This design comes from an exercise in tuning for small area, a short achievable clock period and few clock cycles on the open sky130 flow, not from production work.
The RTL was checked by simulation tests, not by an equivalence proof against the original design.
Power and IR drop assume default switching activity.

==> flow/design.v <==
module ege_rqcc (
    input  wire         clk,
    input  wire         rst,           
    input  wire         req_valid,
    input  wire         req_agent,     
    input  wire [127:0] req_word,
    output wire         req_ready,
    output wire         rsp_valid,
    output wire [127:0] rsp_word,
    output wire         fault_valid,
    output wire [3:0]   fault_cause,
    output wire         fault_agent,
    output wire [127:0] fault_req
);
    localparam OP_PUSH       = 4'h0;
    localparam OP_POP        = 4'h1;
    localparam OP_ENC_BEGIN  = 4'h2;
    localparam OP_PUSH_CLEAR = 4'h3;
    localparam OP_PUSH_RECT  = 4'h4;
    localparam OP_ENC_SEAL   = 4'h5;
    localparam OP_ENC_SIZE   = 4'h6;
    localparam OP_DECODE     = 4'h7;
    localparam OP_DECODE_N   = 4'h8;
    localparam OP_FB_READ    = 4'h9;
    localparam F_ILLEGAL    = 4'd1;
    localparam F_BAD_UNIT   = 4'd2;
    localparam F_PORT       = 4'd3;
    localparam F_NOT_WRITE  = 4'd5;
    localparam F_OVERFLOW   = 4'd6;
    localparam F_BAD_LENGTH = 4'd7;
    localparam F_FB_INDEX   = 4'd8;
    localparam F_UNWRITTEN  = 4'd9;
    integer i, j;
    reg          pend;            
    reg  [127:0] req_q;
    reg          agent_q;
    reg  [3:0]   scause_q;        
    reg          vhi_q;           
    reg          fault_q;
    reg  [3:0]   cause_q;
    wire [3:0]   in_op    = req_word[3:0];
    wire [7:0]   in_unit  = req_word[15:8];
    wire [7:0]   in_layer = req_word[23:16];
    wire [31:0]  in_val   = req_word[63:32];
    wire         in_rsv   = (req_word[7:4] != 4'd0) || (req_word[31:24] != 8'd0);
    wire         in_lnz   = (in_layer != 8'd0);
    wire         in_vnz   = (in_val != 32'd0);
    wire         in_xnz   = (req_word[127:64] != 64'd0);
    reg          in_illegal;
    always @(*) begin
        case (in_op)
            OP_PUSH:       in_illegal = in_lnz | in_xnz;
            OP_POP,
            OP_ENC_BEGIN,
            OP_ENC_SEAL,
            OP_ENC_SIZE,
            OP_DECODE:     in_illegal = in_lnz | in_vnz | in_xnz;
            OP_PUSH_CLEAR,
            OP_DECODE_N:   in_illegal = in_lnz | in_xnz;
            OP_PUSH_RECT:  in_illegal = 1'b0;
            OP_FB_READ:    in_illegal = (in_unit != 8'd0) | in_lnz | in_xnz;
            default:       in_illegal = 1'b1;
        endcase
        in_illegal = in_illegal | in_rsv;
    end
    wire         in_bad_unit = (in_op <= OP_DECODE_N) && (in_unit[7:1] != 7'd0);
    reg          in_port_bad;
    always @(*) begin
        case (in_op)
            OP_PUSH:       in_port_bad = (req_agent != in_unit[0]);
            OP_POP:        in_port_bad = (req_agent == in_unit[0]);
            OP_ENC_BEGIN,
            OP_PUSH_CLEAR,
            OP_PUSH_RECT,
            OP_ENC_SEAL:   in_port_bad = req_agent;
            OP_DECODE,
            OP_DECODE_N,
            OP_FB_READ:    in_port_bad = !req_agent;
            default:       in_port_bad = 1'b0;
        endcase
    end
    wire         in_bad_len = (in_op == OP_DECODE_N) && (in_val > 32'd64);
    wire [3:0]   in_scause = in_illegal  ? F_ILLEGAL  :
                             in_bad_unit ? F_BAD_UNIT :
                             in_port_bad ? F_PORT     :
                             in_bad_len  ? F_BAD_LENGTH : 4'd0;
    reg  [31:0]  q_slot [0:5];         
    reg  [1:0]   q_head [0:1];
    reg  [1:0]   q_cnt  [0:1];
    reg  [1023:0] mem;                 
    reg  [6:0]   cursor [0:1];
    reg  [6:0]   hw     [0:1];         
    reg  [3:0]   nrec   [0:1];         
    reg  [1:0]   writable;
    reg  [104:0] fb [0:7];
    reg  [3:0]   fb_count;
    reg          e_busy;
    reg          e_full;              
    reg          e_buf;
    reg  [6:0]   e_pos;
    reg  [6:0]   e_len;
    reg  [3:0]   e_n;
    reg          dn_done;             
    reg  [1:0]   dn_reason;
    wire [3:0]   op  = req_q[3:0];
    wire         ub  = req_q[8];
    wire [31:0]  val = req_q[63:32];
    wire is_push   = (op == OP_PUSH);
    wire is_pop    = (op == OP_POP);
    wire is_begin  = (op == OP_ENC_BEGIN);
    wire is_rec    = (op == OP_PUSH_CLEAR) || (op == OP_PUSH_RECT);
    wire is_rect   = (op == OP_PUSH_RECT);
    wire is_seal   = (op == OP_ENC_SEAL);
    wire is_size   = (op == OP_ENC_SIZE);
    wire is_dec    = (op == OP_DECODE);
    wire is_decn   = (op == OP_DECODE_N);
    wire is_fbr    = (op == OP_FB_READ);
    wire [6:0]   cur     = cursor[ub];
    wire [6:0]   rec_sz  = is_rect ? 7'd14 : 7'd5;
    wire [7:0]   cur_end = {1'b0, cur} + {1'b0, rec_sz};
    wire stall = e_busy && (is_dec || is_decn ||
                            (is_fbr && (val[2:0] >= e_n[2:0])) ||
                            ((is_begin || is_rec) && (ub == e_buf)));
    wire exec = pend && !stall;
    wire d_not_wr = is_rec && !writable[ub];
    wire d_ovf    = is_rec && (cur_end > 8'd64);
    wire d_fbidx  = is_fbr && (vhi_q || (val[3:0] >= fb_count));
    wire [3:0] cause_now = (scause_q != 4'd0) ? scause_q :
                           d_not_wr ? F_NOT_WRITE :
                           d_ovf    ? F_OVERFLOW  :
                           d_fbidx  ? F_FB_INDEX  : 4'd0;
    wire fault_now = (scause_q != 4'd0) || d_not_wr || d_ovf || d_fbidx;
    wire [1:0]   qh      = q_head[ub];
    wire [1:0]   qc      = q_cnt[ub];
    wire         q_full  = (qc == 2'd3);
    wire         q_empty = (qc == 2'd0);
    wire [1:0]   qh1     = (qh == 2'd2) ? 2'd0 : qh + 2'd1;
    wire [2:0]   q_wr_s  = (qh + qc >= 3'd3) ? qh + qc - 3'd3 : qh + qc;
    wire [31:0]  q_front = ub ? (qh == 2'd0 ? q_slot[3] : qh == 2'd1 ? q_slot[4] : q_slot[5])
                              : (qh == 2'd0 ? q_slot[0] : qh == 2'd1 ? q_slot[1] : q_slot[2]);
    wire [3:0]   nr       = nrec[ub];
    wire         dec_ff   = (nr > 4'd8);
    wire [3:0]   dec_n    = dec_ff ? 4'd8 : nr;
    wire [104:0] fb_sel   = fb[val[2:0]];
    wire [127:0] recv = is_rect ? {16'd0, req_q[127:64], req_q[63:32], req_q[23:16], 8'h01}
                                : {88'd0, req_q[63:32], 8'h00};
    wire [3:0]   c_lo = cur[3:0];
    wire [255:0] recv2 = {recv, recv} << (8 * c_lo);
    wire [127:0] lane_w = recv2[255:128];    
    reg  [15:0]  lane_on;                    
    reg  [3:0]   lane_row [0:15];            
    reg  [3:0]   kk;
    reg  [1:0]   rr;
    always @(*) begin
        for (i = 0; i < 16; i = i + 1) begin
            kk = i[3:0] - c_lo;
            lane_on[i] = ({3'd0, kk} < rec_sz);
            rr = cur[5:4] + ((i[3:0] < c_lo) ? 2'd1 : 2'd0);
            lane_row[i] = 4'b0001 << rr;
        end
    end
    wire wr_go = exec && is_rec;
    wire         e_start = exec && (is_dec || is_decn) && (scause_q == 4'd0) && !fault_q;
    wire         s_act   = e_start || (e_busy && !fault_q);
    wire         s_buf   = e_start ? ub : e_buf;
    wire [6:0]   s_pos   = e_start ? 7'd0 : e_pos;
    wire [6:0]   s_len   = e_start ? (is_dec ? cur : val[6:0]) : e_len;
    wire [3:0]   s_n     = e_start ? 4'd0 : e_n;
    wire         s_full  = e_start ? is_decn : e_full;
    wire [6:0]   s_hw    = hw[s_buf];
    reg  [127:0] bank;                       
    reg  [1:0]   rd_row;
    always @(*) begin
        for (i = 0; i < 16; i = i + 1) begin
            rd_row = s_pos[5:4] + ((i[3:0] < s_pos[3:0]) ? 2'd1 : 2'd0);
            bank[8*i +: 8] = mem[8*{s_buf, rd_row, i[3:0]} +: 8];
        end
    end
    wire [255:0] bank2 = {bank, bank} >> (8 * s_pos[3:0]);
    wire [111:0] win   = bank2[111:0];       
    wire [7:0]   w_op    = win[7:0];
    wire         w_rect  = w_op[0];
    wire [6:0]   w_sz    = w_rect ? 7'd14 : 7'd5;
    wire [7:0]   w_end   = {1'b0, s_pos} + {1'b0, w_sz};
    wire         t_exh   = (s_pos >= s_len);
    wire         t_unw0  = (s_pos >= s_hw);
    wire         t_bad   = (w_op[7:1] != 7'd0);
    wire         t_trunc = (w_end > {1'b0, s_len});
    wire         t_fbf   = s_n[3];
    wire         t_unw1  = (w_end > {1'b0, s_hw});
    wire         t_stop  = t_exh | t_unw0 | t_bad | t_trunc | t_fbf | t_unw1;
    wire         t_fault = !t_exh && (t_unw0 || (!t_bad && !t_trunc && !t_fbf && t_unw1));
    wire [1:0]   t_reason = t_exh ? 2'd0 : t_bad ? 2'd2 : t_trunc ? 2'd1 : 2'd3;
    wire [104:0] w_entry = w_rect ? {1'b1, win[15:8], win[47:16], win[111:48]}
                                  : {1'b0, 8'h00, win[39:8], 64'd0};
    reg  [127:0] rsp_x;
    always @(*) begin
        rsp_x = 128'd0;
        rsp_x[0] = 1'b1;
        if (is_push)
            rsp_x[0] = !q_full;
        if (is_pop) begin
            rsp_x[0] = !q_empty;
            rsp_x[63:32] = q_empty ? 32'd0 : q_front;
        end
        if (is_rec)
            rsp_x[38:32] = cur_end[6:0];
        if (is_seal || is_size)
            rsp_x[38:32] = cur;
        if (is_dec) begin
            rsp_x[5:4]   = dec_ff ? 2'd3 : 2'd0;
            rsp_x[35:32] = dec_n;
        end
        if (is_fbr) begin
            rsp_x[8]      = fb_sel[104];
            rsp_x[23:16]  = fb_sel[103:96];
            rsp_x[63:32]  = fb_sel[95:64];
            rsp_x[127:64] = fb_sel[63:0];
        end
    end
    assign rsp_valid = (exec && !fault_now && !is_decn) || dn_done;
    assign rsp_word  = dn_done ? {92'd0, fb_count, 26'd0, dn_reason, 4'b0001} : rsp_x;
    assign req_ready   = !fault_q && !(pend && stall) && !(e_busy && e_full);
    wire   accept      = req_valid && req_ready;
    assign fault_valid = fault_q;
    assign fault_cause = cause_q;
    assign fault_agent = fault_q & agent_q;
    assign fault_req   = {128{fault_q}} & req_q;
    always @(posedge clk) begin
        if (accept) begin
            req_q    <= req_word;
            agent_q  <= req_agent;
            scause_q <= in_scause;
            vhi_q    <= (in_val[31:4] != 28'd0);
        end
    end
    always @(posedge clk) begin
        for (j = 0; j < 128; j = j + 1)
            if (wr_go && (j / 64 == ub) && lane_on[j % 16] && lane_row[j % 16][(j / 16) % 4])
                mem[8*j +: 8] <= lane_w[8 * (j % 16) +: 8];
    end
    always @(posedge clk) begin
        if (exec && is_push && !q_full)
            q_slot[{1'b0, ub, 1'b0} + {1'b0, ub} + q_wr_s] <= val;
    end
    always @(posedge clk) begin
        if (s_act && !s_n[3])
            fb[s_n[2:0]] <= w_entry;
    end
    always @(posedge clk) begin
        if (rst) begin
            pend      <= 1'b0;
            fault_q   <= 1'b0;
            cause_q   <= 4'd0;
            q_head[0] <= 2'd0;
            q_head[1] <= 2'd0;
            q_cnt[0]  <= 2'd0;
            q_cnt[1]  <= 2'd0;
            cursor[0] <= 7'd0;
            cursor[1] <= 7'd0;
            hw[0]     <= 7'd0;
            hw[1]     <= 7'd0;
            nrec[0]   <= 4'd0;
            nrec[1]   <= 4'd0;
            writable  <= 2'b00;
            fb_count  <= 4'd0;
            e_busy    <= 1'b0;
            e_full    <= 1'b0;
            dn_done   <= 1'b0;
        end else begin
            dn_done <= 1'b0;
            if (exec)
                pend <= 1'b0;
            if (accept)
                pend <= 1'b1;
            if (exec && fault_now && !fault_q) begin
                fault_q <= 1'b1;
                cause_q <= cause_now;
            end
            if (exec) begin
                if (is_push && !q_full)
                    q_cnt[ub] <= qc + 2'd1;
                if (is_pop && !q_empty) begin
                    q_cnt[ub]  <= qc - 2'd1;
                    q_head[ub] <= qh1;
                end
                if (is_begin) begin
                    cursor[ub]   <= 7'd0;
                    writable[ub] <= 1'b1;
                    nrec[ub]     <= 4'd0;
                end
                if (is_rec) begin
                    cursor[ub] <= cur_end[6:0];
                    if (cur_end[6:0] > hw[ub])
                        hw[ub] <= cur_end[6:0];
                    nrec[ub]   <= nr + 4'd1;
                end
                if (is_seal)
                    writable[ub] <= 1'b0;
                if (is_dec)
                    fb_count <= dec_n;
            end
            if (s_act) begin
                e_buf  <= s_buf;
                e_len  <= s_len;
                e_full <= s_full;
                e_pos  <= w_end[6:0];
                e_n    <= s_n + 4'd1;
                e_busy <= 1'b1;
                if (s_full) begin
                    if (t_stop) begin
                        e_busy <= 1'b0;
                        if (t_fault) begin
                            fault_q <= 1'b1;
                            cause_q <= F_UNWRITTEN;
                        end else begin
                            dn_done   <= 1'b1;
                            dn_reason <= t_reason;
                            fb_count  <= s_n;
                        end
                    end
                end else begin
                    if (t_stop || (w_end >= {1'b0, s_len}) || (s_n == 4'd7))
                        e_busy <= 1'b0;
                end
            end
        end
    end
endmodule
==> flow/run.sh <==
#!/bin/bash
# synth_recipe.tcl (not shown) runs the flow's synth.tcl, then flattens the netlist and writes it again
# the make line also repeats each setting of config.mk as NAME=value (left out here)
make -C /OpenROAD-flow-scripts/flow DESIGN_CONFIG=/design/flow/config.mk WORK_HOME=/design/flow/orfs CLKGATE_MAP_FILE= SYNTH_SCRIPT=/design/flow/synth_recipe.tcl finish
==> flow/config.mk <==
export PLATFORM = sky130hd
export DESIGN_NAME = ege_rqcc
export DESIGN_NICKNAME = ege_rqcc
export VERILOG_FILES = /design/flow/design.v
export SDC_FILE = /design/flow/constraint.sdc
export NUM_CORES = 4
export LEC_CHECK = 0
export CAP_MARGIN = 20
export CORE_MARGIN = 2
export CORE_UTILIZATION = 40
export SLEW_MARGIN = 20
==> flow/constraint.sdc <==
create_clock -name core_clock -period 10.0 [get_ports {clk}]
set_input_delay 2.0000 -clock core_clock [delete_from_list [all_inputs] [get_ports {clk}]]
set_output_delay 2.0000 -clock core_clock [all_outputs]
set_load 0.01 [all_outputs]
==> run summary <==
The flow ran to the end and the layout has no timing, DRC or antenna violations. The type of the worst setup path is flip-flop to flip-flop. The total power per unit cell area is 173 nW/um^2. The met3 usage in global routing came out at 5.84%.

The DRC violation count after routing is 0. The die outline height is 515 um. The peak ir drop on the vdd network is 191 uV.

met2 is the most crowded layer. The post-cts repair resize count came out at 0. The final-report hold violation count was 0. The sum of overflow across all layers after global routing is 0.

The violation count after the first detailed-routing iteration came out at 9123. The final wirelength is 348000 um. The peak clock frequency supported by timing came out at 0.112 GHz.

Of the cells placed in the final design, the portion with a size suffix greater than 1 is 15.0%. The horizontal die dimension came out at 515 um. The critical path data arrival time came out at 9470 ps. The minimum setup slack after placement came out at 1160 ps.

The number of iterations in the first detailed-routing pass is 7. The met1 capacity usage during global routing came out at 36.3%. The area growth from synthesis to layout came out at 14.9%. The estimated wirelength of the detail-placed design is 252000 um. The synthesized netlist devotes 6.40% of its cell area to compound gates.

The slew at the pin closest to its max-slew limit is 1390 ps. The final count of pins violating max slew came out at 0. The synthesized area per cell is 14.5 sq um. The number of synthesized register bits is 2273. The number of nets in the final layout came out at 7804.

The hold-fix buffer count after cts came out at 0. The number of maximum-capacitance constraint violations came out at 0. In this design, the stage delay of the slowest critical-path cell is 720 ps. Yosys mapped a number of flops with a built-in enable equal to 2254. Of all flip-flops after synthesis, the portion carrying an async set or reset was 0%.

At the worst endpoint, the required time is 10570 ps. Post-CTS timing repair inserted 0 buffers for setup. The overall fraction of global-route tracks in use is 25.8%. The global-route wire length before repair came out at 485000 um. In the synthesized netlist the dominant register cell turns out to be edfxtp_1. The fraction of synthesized area in multiplexers came out at 15.3%. The global routing usage on met2 is 39.1%. The final worst clock skew is 47.7 ps. The worst slew margin relative to its limit came out at 6.92%.

The fraction of synthesized cell area taken by the top area cell type came out at 64.9%. TritonCTS created 224 clock buffers. In this run the static leakage power is 40.3 nW. Setup repair after global routing left no endpoint under its margin. After Yosys synthesis, XOR and XNOR cells account for 0.462% of the synthesized area. The setup-violating endpoint count in the final report came out at 0. The final estimated routing congestion in global placement came out at 0.983. The instance count of the mapped netlist came out at 7203. By area, the combinational part of the netlist is dominated by multiplexers. The share of the yosys chip area belonging to registers is 65.2%.

The kind of end point of the critical path is a flip-flop. After synthesis the cells add up to 104000 sq um. The final worst setup slack came out at 1110 ps. The number of placement rows is 187. The depth of the CTS H-tree is 4. TritonCTS built the clock tree. The antenna violation net count after detailed routing is 0. The slowest library cell on the worst path is edfxtp_1. The final critical path takes up 88.9% of the cycle. The initial antenna violation count is 18. The adder-cell share of the synthesized area came out at 1.49%. The per-cell routed wire length is 31.3 um. The tree is rooted in a clkbuf_16. The worst setup path is launched from a flip-flop. After synthesis, the cell types taking the most area are edfxtp_1 (65%), mux4_2 (11%), mux2i_1 (4.6%). Entering global routing, the biggest net connects 142 pins.

The number of warning messages in the yosys log is 2. The final-layout setup total negative slack came out at 0 ps. Of all nets on the critical path, the largest fanout is 17. The die area is 265000 sq um. The initial utilization of the core area, before any placement, comes to 40.2%. After layout, the minimum clock period comes to 8890 ps. The clock latency on the worst-skew pair is 900 ps.

The number of clock sinks seen by CTS came out at 2273. The vias per cell came out at 5.96. The number of global-route vias before repair came out at 63200. The detailed router placed 66400 vias in this run.

Buffers placed on the I/O ports in this run total 375. Of the total synthesized cell area, the portion taken by AND, OR, NAND and NOR gates is 8.63%. After clock tree synthesis, the clock-pin slew on the worst setup and hold paths is 60 ps. The most numerous cell type found on the critical path is nand2_1. The maximum number of buffers from clock root to sink came out at 3. The number of ports placed on the die boundary came out at 396. The placeable core area is 259000 sq um.

The largest area contributor in the synthesized netlist is edfxtp_1. The number of distinct library cell variants in the gate-level netlist after synthesis is 86. The tightest min-delay check is of the flip-flop to flip-flop type.
-- final cells by class --
| cell class | instances | area, sq um |
|---|---|---|
| diodes | 6 | 15.0 |
| well taps | 3402 | 4260 |
| fillers | 22500 | 140000 |
| inverters | 148 | 574 |
| clock inverters | 138 | 1430 |
| flip-flops and latches | 2273 | 68100 |
| clock buffers | 268 | 5770 |
| multi-input cells | 4312 | 34300 |
| repair buffers | 593 | 5550 |
-- layout by cell type (no fill, tap or decap), drive strengths merged, types with 70 or more instances in the layout --
master	Yosys	routed
a21oi	350	350
a22oi	127	127
a31oi	117	117
and2	137	137
and3	76	76
buf	182	217
clkbuf	307	269
clkdlybuf4s50	0	375
clkinv	3	100
edfxtp	2254	2254
ha	114	114
inv	145	153
mux2i	483	483
mux4	491	491
nand2	796	796
nand3	82	82
nor2	728	728
nor3	70	70
o21ai	234	234
-- per-stage QoR --
step	std cells	util [%]	hold slack, ps	cell area (sq um)	power [W]
CTS	11100	46.2	518	120000	0.0208
global route	11100	46.2	541	120000	0.0213
global placement	10700	43.4	486	113000	0.0126
floorplan	7222	-	466	104000	0.0118
finish	11100	46.2	530	120000	0.0207
detailed placement	10700	43.4	510	113000	0.0126
-- logic make-up (layout without fill, tap and decap cells) --
group / Yosys count / after routing
compound gates: 1067 / 1067
xor+xnor: 55 / 55
fa+ha+maj: 121 / 121
buf+inv: 637 / 1147
flops: 2273 / 2273
mux: 981 / 981
other cells: 1 / 26
simple gates: 2068 / 2068
-- power breakdown --
part	leakage, nW	total (W)	switching [W]	internal (W)
combinational	16.1	0.00173	0.00116	0.000570
sequential	20.8	0.0107	0.000109	0.0106
clock	3.47	0.00831	0.00363	0.00468
-- final timing paths --
kind	from	to	slack, ps	cells past startpoint
min reg2reg	flip-flop	flip-flop	530	2
min	flip-flop	flip-flop	530	2
max reg2reg	req_q[0]	dn_reason[1]	1110	32
max	req_q[0]	dn_reason[1]	1110	32
-- routing by layer --
layer / part of all wire (%) / vias up
li1: - / 28300
met1: 41 / 34100
met2: 45 / 3441
met3: 9.8 / 532
met4: 4.3 / 12
met5: 0.020 / -
-- synthesized netlist by cell type (35+ instances only) --
cell type and count:
o21ai_0 232, inv_1 141, nand2_1 796, and2_1 137, nor4_1 35, buf_2 38, mux2i_1 482, nand2b_1 55
a21oi_1 350, clkbuf_1 307, nor3_1 70, nor2_1 725, nand3_1 82, o211ai_1 52, a22oi_1 126, ha_1 114
buf_1 115, edfxtp_1 2254, xnor2_1 49, a31oi_1 116, and3_1 75, mux4_2 491
-- sequential cells by signal, indices dropped and copies added, names as in the netlist, 7 cells and up, named ones only --
name / count
cursor: 14
e_len: 7
e_pos: 7
fb: 840
hw: 14
mem: 1024
nrec: 8
q_slot: 192
req_q: 128
-- critical path, delay by kind of cell (launching register included) --
kind	cells	cell delay (ps)
simple gates	14	2920
compound gates	9	2600
fa+ha+maj	3	870
flops	1	720
mux	2	580
buf+inv	3	440
xor+xnor	1	410
Testbench counts, summed over its fixed seeds: cycles 8,638.

## afterwards: timing with drivers on the ports
Ports are ideal in the flow. The routed layout listed here was re-timed in OpenROAD. Step 1: set_driving_cell puts a clkbuf_16 on clk and a buf_2 on each other input, an assumption about the parent block. Step 2 times the ports against the registers' clock, not the clock port: input delays grow and output delays shrink by t, the midpoint of the rising clock arrivals with the driver on. a / b / c = ideal ports / drivers / drivers and shift; a / b = the first two.
t (ns): 0.963
setup slack, ns: 1.107 / 1.107 / 1.107
worst setup path at the end: register to register
After both steps setup and hold are still met in this run. The setup slack of this run moves by 0.000 ns with the drivers and by 0.000 ns with both steps.
